What follows belongs to an exercise in optimizing a design on an open flow for small area; a production flow would make more cautious choices.
At most, simulation tests tie the RTL to the original design; equivalence was not proved.
Power is estimated from default activity; no workload was simulated.

Setup of build 18:
## vesc_can_codec
module vesc_can_codec (
    input  wire        clk,
    input  wire        rst,
    input  wire        req_valid,
    output wire        req_ready,
    input  wire [1:0]  req_op,           
    input  wire [15:0] req_node,         
    input  wire [15:0] req_type_id,      
    input  wire [31:0] req_identifier,
    input  wire [7:0]  req_kind,
    input  wire [63:0] req_param,        
    input  wire [63:0] req_vel,          
    input  wire        req_vel_present,
    input  wire        req_store,
    input  wire [3:0]  req_len,
    input  wire [63:0] req_payload,      
    output wire        rsp_valid,
    input  wire        rsp_ready,
    output wire [3:0]  rsp_code,
    output wire [28:0] rsp_identifier,
    output wire [7:0]  rsp_node,
    output wire [7:0]  rsp_type_id,
    output wire [3:0]  rsp_len,
    output wire [63:0] rsp_payload,      
    output wire [31:0] rsp_field0,
    output wire [31:0] rsp_field1,
    output wire [31:0] rsp_field2,
    output wire [31:0] rsp_field3,
    output wire [16:0] rsp_info
);
Size: roughly 98 flip-flops, roughly 540 I/O pins.
Settings: LEC_CHECK=0, ABC_AREA=1, CAP_MARGIN=20, CORE_MARGIN=2, CORE_UTILIZATION=40, CTS_BUF_LIST=sky130_fd_sc_hd__clkbuf_8, CTS_CLUSTER_DIAMETER=50, SLEW_MARGIN=20; clock period 25.0 ns.
standard.sh (not shown) runs the stock make flow with config.mk's settings and CLKGATE_MAP_FILE= SYNTH_SCRIPT=/design/flow/synth_recipe.tcl, a recipe that flattens the netlist after the stock synthesis.
==> flow/flow/run.sh <==
#!/bin/bash
# Standard layout, except that the port buffers are the platform's smallest
# buffer (sky130_fd_sc_hd__buf_1) instead of the one buffer_ports picks.
set -euo pipefail
export BUFFER_PORTS_ARGS="-buffer_cell sky130_fd_sc_hd__buf_1"
bash standard.sh > standard.log 2>&1
Build 18 reached the final stage; the timing, design-rule and antenna checks on its layout passed.
diff inputs: build 18 => build 36
--- a/flow/design.v
+++ b/flow/design.v
@@ -36,22 +36,23 @@
     reg        rv;           
     reg [2:0]  ph;           
     reg        pre;          
     reg [63:0] D;            
     reg [15:0] A;            
     reg [3:0]  code;
     reg        X;            
     reg        l8;           
     reg [4:0]  cnt;          
     reg        flag;         
     reg        sgn;          
+    reg        vovf;         
     wire [7:0] kind = req_kind;
     wire k1  = (kind == 8'd1);
     wire k3  = (kind == 8'd3);
     wire k4  = (kind == 8'd4);
     wire k68 = (kind == 8'd68);
     wire k72 = (kind == 8'd72);
     wire ki  = k1 | k3 | k4;
     wire kf  = (kind == 8'd64) | (kind == 8'd65) | (kind == 8'd66) | k68 |
                (kind == 8'd69) | (kind == 8'd70) | (kind == 8'd71) | k72;
     wire node_ok = (req_node[15:8] == 8'd0);
     wire type_ok = (req_type_id[15:8] == 8'd0);
@@ -100,25 +101,25 @@
             fl_val  = {~fe[7], fe[6:0], fm[51:29]};
         end else if (fe >= 11'd872) begin
             fl_val  = {7'b0, 1'b1, fm[51:29]};
             fl_cnt  = 5'd1 - fe[4:0];
         end else begin
             fl_val  = 31'b0;
             fl_g    = 1'b0;
             fl_flag = 1'b0;
         end
     end
     wire imode = ~A[14];
-    wire bstep = (ph == P_MUL) & ((cnt == 5'd0) |
-                 (A[10] & ((cnt == 5'd3) | (cnt == 5'd8) | (cnt >= 5'd10))) |
-                 (~A[10] & ~A[9] & (cnt >= 5'd2)));
+    wire bstep = (ph == P_MUL) & ((A[10] & ((cnt <= 5'd3) | (cnt == 5'd5) | (cnt == 5'd10) |
+                                            (cnt == 5'd13))) |
+                                  (~A[10] & (cnt != 5'd5)));
     localparam integer ADD_LO = 44;
     wire [52:0] add_a = D[63:11];
     wire [52:0] add_b = sig & {53{bstep}};
     wire [53:0] add_c;
     wire [53:0] sum0;
     wire [53:ADD_LO] inc_p;
     wire [53:0] sum;
     assign add_c[0] = 1'b0;
     assign add_c[ADD_LO] = 1'b0;
     genvar gi;
     generate
@@ -217,26 +218,24 @@
     wire s_shf  = (ph == P_SHF);
     wire s_fin  = (ph == P_FIN);
     wire s_vacc = (ph == P_VACC);
     wire go     = s_idle & req_valid & ~rv;    
     wire t_imm  = go & ~enc_go;                
     wire t_enc  = go & enc_go;                 
     wire t_ild  = t_enc & ki;                  
     wire t_fid  = t_enc & ~ki;                 
     wire t_fld  = t_fid | s_vacc;              
     wire fin_end = ~imode | (cnt == 5'd1);    
     wire t_done = s_fin & ~pre & fin_end;      
-    wire vovf   = (code == C_VALUE);
-    wire t_velo = s_fin & pre & fin_ovf;       
     wire t_vovf = t_done & (fin_ovf | vovf);   
-    wire mul_last = (cnt == (A[10] ? 5'd13 : A[9] ? 5'd0 : 5'd6));
+    wire mul_last = (cnt == 5'd0);
     reg [2:0] ph_n;
     always @(*) begin
         case (ph)
         P_IDLE: begin
             ph_n = P_IDLE;
             if (t_ild)
                 ph_n = mul_need ? P_MUL : P_FIN;
             else if (t_fid)
                 ph_n = (fl_cnt != 5'd0) ? P_SHF : P_FIN;
         end
         P_MUL:   ph_n = !req_valid ? P_IDLE : mul_last ? P_MACC : P_MUL;
@@ -260,49 +259,51 @@
     wire [31:0] d_lo_n =
         ({32{d_lhold}} & D[31:0]) |
         ({32{s_mul}} & {sum[21:0], D[10], 9'b0}) |    
         ({32{t_fid}} & {7'b0, req_store, 24'b0}) |
         ({32{s_vacc}} & D[63:32]) |
         ({32{t_imm}} & req_payload[31:0]);
     wire a_hold = ~(t_imm | t_enc | t_vovf);
     wire [15:0] a_n = ({16{a_hold}} & A) |
                       ({16{t_imm}} & im_A) |
                       ({16{t_enc}} & {kind, req_node[7:0]}) |
                       ({16{t_vovf}} & {12'b0, fld});
-    wire [3:0] code_n = ({4{a_hold & ~t_velo}} & code) |
+    wire [3:0] code_n = ({4{a_hold}} & code) |
                         ({4{t_imm}} & im_code) |
                         ({4{t_enc}} & C_FRAME) |
-                        ({4{t_vovf | t_velo}} & C_VALUE);
+                        ({4{t_vovf}} & C_VALUE);
     wire x_n   = (~(t_imm | t_enc) & X) | (t_imm & im_X);
     wire l8_n  = (~(t_imm | t_enc | s_vacc) & l8) | s_vacc;
-    wire [4:0] cnt_n = s_mul ? (cnt + 5'd1) :
-                       (s_shf | s_fin) ? (cnt - 5'd1) :
-                       t_ild ? 5'd0 :
+    wire [4:0] cnt_n = (s_mul | s_shf | s_fin) ? (cnt - 5'd1) :
+                       t_ild ? ((mul_need & kind[2]) ? 5'd13 :
+                                (mul_need & ~kind[1]) ? 5'd6 : 5'd0) :
                        s_macc ? i_k : fl_cnt;
     wire flag_n = s_shf  ? (imode ? (flag & D[32]) : (flag | D[32])) :
                   s_fin  ? rot_f :
                   s_macc ? ((&D[31:10]) & (D[63] | D[9])) :
                   t_ild  ? i_ovf : fl_flag;
     wire sgn_n  = (s_shf | s_fin) ? sgn : t_fld ? fl_sgn : req_param[63];
     wire pre_n  = (t_ild & mul_need) | (t_fid & vel_need) |
                   (~(t_ild | t_fid | s_macc | s_vacc) & pre);
+    wire vovf_n = (s_fin & pre) ? fin_ovf : (~t_enc & vovf);
     wire rv_n   = t_imm | t_done | (rv & ~rsp_ready);
     always @(posedge clk) begin
         D     <= {d_hi_n, d_lo_n};
         A     <= a_n;
         code  <= code_n;
         X     <= x_n;
         l8    <= l8_n;
         cnt   <= cnt_n;
         flag  <= flag_n;
         sgn   <= sgn_n;
+        vovf  <= vovf_n;
         if (rst) begin
             rv  <= 1'b0;
             ph  <= P_IDLE;
             pre <= 1'b0;
         end else begin
             rv  <= rv_n;
             ph  <= ph_n;
             pre <= pre_n;
         end
     end
     wire is_frame = (code == C_FRAME);
==> comparison <==
Wire: build 36 routes less than build 18. Horizontal die dimension: build 18 vs build 36, no meaningful difference. Routed metal-1 wirelength, build 36 and build 18: lower on build 36. Changes observed in build 36 relative to build 18: register share of the cell area flat, utilization closely matched the old numbers, non-clock inverter count in the final layout now sits higher, clock network power share increased by 0.7 points relative to the old numbers. Changes observed in build 36 relative to build 18: parity-gate share of the synthesized area counting xor and xnor cells essentially unchanged, non-clock buffer count increased 2, core area neither gained nor lost much. | final worst clock skew | higher: build 18 |. Final area: build 36 vs build 18, no meaningful difference. Build 18 reports its capturing instance or port of the critical path as D[62] while build 36 reports D[63].
Only the layout flow was run in build 36; the RTL was not checked for function there.

==> afterwards: timing with drivers on the ports <==
Ports are ideal in the flow. The routed layouts listed here were re-timed in OpenROAD. Step 1, drivers: a clkbuf_16 drives clk and a buf_2 each remaining input, both assumed. Step 2 times the ports against the registers' clock, not the clock port: input delays grow and output delays shrink by t, the midpoint of the rising clock arrivals with the driver on. a / b / c = no drivers / after step 1 / after step 2; a / b = the first two.
run | t, ns | slack for setup (ns) | worst data-port slew with drivers (ns)
build 18 | 0.429 | 0.886 / 0.908 / 0.478 | 0.10
build 36 | 0.434 | 0.806 / 0.819 / 0.385 | 0.11
After both steps setup and hold are still met in every run listed. The setup slack of build 36, which loses most, moves by +0.013 ns with the drivers and by -0.421 ns with both steps.
